From an optimization exercise on the open Yosys and OpenROAD flow, aimed at small area and few clock cycles per item; shortcuts taken in it are not production practice.
In this exercise RTL edits were held to simulation tests only and were not proved equivalent to the original.
Power and IR drop assume default switching activity.

## build 38
## bbe_getput
module bbe_getput (
    input  wire        clk,
    input  wire        rst,
    input  wire        in_valid,
    output wire        in_ready,
    input  wire        in_op,       
    input  wire [6:0]  in_n,        
    input  wire [63:0] in_base,
    input  wire [63:0] in_len,
    input  wire [63:0] in_cap,
    input  wire [63:0] in_pos,
    input  wire [71:0] in_win,      
    input  wire [63:0] in_val,
    output wire        out_valid,
    output wire [1:0]  out_code,    
    output wire [63:0] out_x,
    output wire [63:0] out_base,
    output wire [63:0] out_len,
    output wire [63:0] out_cap,
    output wire [63:0] out_pos,
    output wire [71:0] out_wdata,
    output wire [8:0]  out_wmask    
);
For scale: about 2500 cells after synthesis, roughly 410 flip-flops, ~810 I/O pins, roughly 22000 um2 of cells after synthesis.
export LEC_CHECK = 0
export CAP_MARGIN = 20
export CORE_MARGIN = 2
export CORE_UTILIZATION = 40
export GPL_ROUTABILITY_DRIVEN = 0
export GPL_TIMING_DRIVEN = 0
export SLEW_MARGIN = 20
create_clock -name core_clock -period 12.0 [get_ports {clk}]
standard.sh (not shown) runs the stock make flow with config.mk's settings and CLKGATE_MAP_FILE= SYNTH_SCRIPT=/design/flow/synth_recipe.tcl, a recipe that flattens the netlist after the stock synthesis.
==> flow/flow/run.sh <==
#!/bin/bash
# The standard layout (standard.sh: ORFS synthesis to final layout) with
# three changes, all in how the layout is made:
#  1. Synthesis is ORFS's synthesis exactly as synth_recipe.tcl runs it, except
#     that the ABC technology-mapping step uses flow/abc_area.script, an
#     area-oriented mapping script (delay relaxed, more area-recovery rounds),
#     in place of ORFS's abc_speed.script. Registers are mapped before ABC
#     runs, so they are the standard synthesis's registers.
#  2. The port buffers that ORFS's global placement inserts are made from the
#     smallest buffer cell, sky130_fd_sc_hd__buf_1, in place of the default
#     clkdlybuf4s50_1; every input and output port still gets its own buffer.
#  3. Clock tree synthesis clusters up to 26 sinks per leaf buffer and
#     inserts no dummy loads.
# Each tool's output goes to a log in this folder (and ORFS's own logs under
# orfs/logs).
set -euo pipefail
here=$(pwd)

# synthesis script: ORFS's synth.tcl with the ABC script replaced
sed 's|^  log_cmd abc {\*}\$abc_args$|  log_cmd abc {*}[lreplace $abc_args 1 1 '"$here"'/flow/abc_area.script]|' \
    "$FLOW_HOME/scripts/synth.tcl" > "$here/synth_area.tcl"
grep -q 'flow/abc_area.script' "$here/synth_area.tcl"
sed 's|\$::env(SCRIPTS_DIR)/synth.tcl|'"$here"'/synth_area.tcl|' \
    "$here/synth_recipe.tcl" > "$here/synth_recipe_area.tcl"
grep -q 'synth_area.tcl' "$here/synth_recipe_area.tcl"
sed 's|SYNTH_SCRIPT=[^ ]*synth_recipe.tcl|SYNTH_SCRIPT='"$here"'/synth_recipe_area.tcl|' \
    "$here/standard.sh" > "$here/standard_area.sh"
grep -q 'synth_recipe_area.tcl' "$here/standard_area.sh"

export BUFFER_PORTS_ARGS="-buffer_cell sky130_fd_sc_hd__buf_1"
export CTS_ARGS="-sink_clustering_enable -repair_clock_nets -dont_use_dummy_load -sink_clustering_size 26 -sink_clustering_max_diameter 100 -buf_list sky130_fd_sc_hd__clkbuf_16"
bash "$here/standard_area.sh" > "$here/standard_make.log" 2>&1
==> flow/flow/abc_area.script <==
&get -n
&st
&dc2
&syn2
&dch -f
&nf -R 1000 -C 32 -F 8 -A 4
&put
topo
stime -c
Testbench counts of build 38, summed over its fixed seeds: cycles 24,000, items 24,000.
### build 38 -> build 95
Settings: GPL_TIMING_DRIVEN: 0 -> unset; GPL_ROUTABILITY_DRIVEN: 0 -> unset.
--- outcome ---
- Combinational power share: build 95 vs build 38, no meaningful difference
- Build 95 against build 38: non-clock buffer count has decreased; total power per unit cell area has increased; final design instance area without fill has decreased.
- Against build 38, build 95 reports a ratio of final minimum period to clock period that is lower.
Changes in build 85 relative to build 95:
Settings: CORE_UTILIZATION now 46, was 40.
diff --git a/flow/flow/run.sh b/flow/flow/run.sh
--- a/flow/flow/run.sh
+++ b/flow/flow/run.sh
@@ -6 +6,2 @@
-#     area-oriented mapping script (delay relaxed, more area-recovery rounds),
+#     area-oriented mapping script (delay relaxed, two rounds of choice
+#     computation and mapping with more area-recovery rounds),
==> flow/flow/abc_area.script <==
&get -n
&st
&dc2
&syn2
&dch -f
&nf -R 1000 -C 32 -F 8 -A 4
&st
&dch -f
&nf -R 1000 -C 32 -F 8 -A 4
&put
topo
stime -c
==> comparison <==
- The log for build 85 ends in I/O pin placement (3_2_place_iop) with error PPL-0024, so the run never completed.
- Looking at horizontal die dimension, build 85 sits 6.8% below build 95.
- Delta (build 85 minus build 95): initial standard-cell utilization of the core saw an increase, y dimension of the die saw a decrease, multiplexer share of the synthesized area saw a decrease.
- Simple logic cell fraction of the synthesized area (build 85 over build 95): increase, 1.2 points
- Re mean cell area of the mapped netlist: build 85 is about 0.9% down on build 95.
- Between build 85 and build 95, the synthesized-area fraction occupied by adder cells figures differ only marginally.
- Comparing build 85 and build 95, the higher fraction of the mapped netlist area in compound gates was measured on build 95.
- Compared build 95 against build 85; portion of the post-synthesis area used by sequential elements within noise.
- The synthesized instance count of build 85 exceeds that of build 95 by about 0.5%.
--- input diff build 85..build 93 ---
Settings: PLACE_DENSITY now 0.75, previously not set; CORE_UTILIZATION now 40, was 46.
Findings:
Build 93 finished all stages; the layout is clean. As far as number of standard cells after synthesis goes, build 93 and build 85 are indistinguishable; the numbers are identical. Build 93 -> build 85: number of enable flip-flop cells after synthesis delta 0, exact match. Build 85 -> build 93: area share of and/or/nand/nor cells after synthesis delta 0, exact match. Re async set-or-reset flop fraction in the synthesized netlist: no difference whatsoever between build 85 and build 93. Taking build 85 as the reference, in build 93 post-synthesis cell area shows no meaningful change; count of cell types in the netlist shows no meaningful change; chip height higher. Starting utilization of the core area was higher in the run labelled build 85. Site row count: build 93 higher than build 85.
What build 32 does differently from build 93 at the input level:
Settings: clearing PLACE_DENSITY, which used to be 0.75.
diff --git a/flow/flow/run.sh b/flow/flow/run.sh
--- a/flow/flow/run.sh
+++ b/flow/flow/run.sh
@@ -6,2 +6 @@
-#     area-oriented mapping script (delay relaxed, two rounds of choice
-#     computation and mapping with more area-recovery rounds),
+#     area-oriented mapping script (delay relaxed, more area-recovery rounds),
@@ -32 +31 @@
-export CTS_ARGS="-sink_clustering_enable -repair_clock_nets -dont_use_dummy_load -sink_clustering_size 26 -sink_clustering_max_diameter 100 -buf_list sky130_fd_sc_hd__clkbuf_16"
+export CTS_ARGS="-sink_clustering_enable -repair_clock_nets -dont_use_dummy_load -sink_clustering_size 29 -sink_clustering_max_diameter 90 -buf_list sky130_fd_sc_hd__clkbuf_16"
==> flow/flow/abc_area.script <==
&get -n
&st
&dc2
&syn2
&dch -f
&nf -R 1000 -C 32 -F 8 -A 4
&put
topo
stime -c
[summary]
Minimum clock period after layout: build 32 and build 93 compared, higher one is build 93. Build 32 vs build 93 — total power after layout rose 0.79%. [build 32] total leakage power fell 1.2% relative to build 93. Against build 93, build 32 reports a first-iteration DRC count that is higher. On peak ir drop on the vdd network: between build 32 and build 93, it ends up lower for build 32. Status | build 32 and build 93 | clean.
What build 12 does differently from build 32 at the input level:
diff --git a/flow/flow/run.sh b/flow/flow/run.sh
--- a/flow/flow/run.sh
+++ b/flow/flow/run.sh
@@ -6 +6,2 @@
-#     area-oriented mapping script (delay relaxed, more area-recovery rounds),
+#     area-oriented mapping script (delay relaxed, two rounds of choice
+#     computation and mapping with more area-recovery rounds),
@@ -31 +32 @@
-export CTS_ARGS="-sink_clustering_enable -repair_clock_nets -dont_use_dummy_load -sink_clustering_size 29 -sink_clustering_max_diameter 90 -buf_list sky130_fd_sc_hd__clkbuf_16"
+export CTS_ARGS="-sink_clustering_enable -repair_clock_nets -dont_use_dummy_load -sink_clustering_size 26 -sink_clustering_max_diameter 100 -buf_list sky130_fd_sc_hd__clkbuf_16"
==> flow/flow/abc_area.script <==
&get -n
&st
&dc2
&syn2
&dch -f
&nf -R 1000 -C 32 -F 8 -A 4
&st
&dch -f
&nf -R 1000 -C 32 -F 8 -A 4
&put
topo
stime -c
Build 12 | status: complete | timing, DRC, antenna: pass. On clock period minus final worst setup slack, build 32 loses to build 12. Build 12 against build 32: non-clock buffer count saw a decrease; routed length on met2 saw an increase; width of the die saw little to no change; design area saw a decrease.

afterwards: timing with drivers on the ports:
The flow's constraints put no driver on any port. The routed layouts listed below were extracted and timed again, unchanged, in two steps.
Step 1 sets driving cells, clkbuf_16 on the clock port and buf_2 on the other inputs (assumed; they add their load-dependent delay and slew).
Step 2 adds t to the input delays and takes it off the output delays; t is the mean of the earliest and latest rising clock arrival at the registers after step 1. Input paths then give back, and output paths get back, about the clock's delay inside the block.
Three values: ideal, step 1, step 2; two values: the first two.
run	t (ns)	slack for setup (ns)	clock arrival spread, ns	slew at the worst register clock pin (ns)	pins driven straight from the clock port
build 38	0.635	0.327 / 0.260 / 0.894	0.086 / 0.085	0.11 / 0.11	1
build 95	0.627	0.719 / 0.655 / 1.282	0.057 / 0.057	0.11 / 0.11	1
build 93	0.625	0.595 / 0.530 / 1.155	0.084 / 0.085	0.11 / 0.11	1
build 32	0.644	0.703 / 0.635 / 1.279	0.064 / 0.064	0.11 / 0.11	1
build 12	0.627	0.762 / 0.698 / 1.324	0.077 / 0.077	0.11 / 0.11	1
After both steps setup and hold are still met in every run listed.
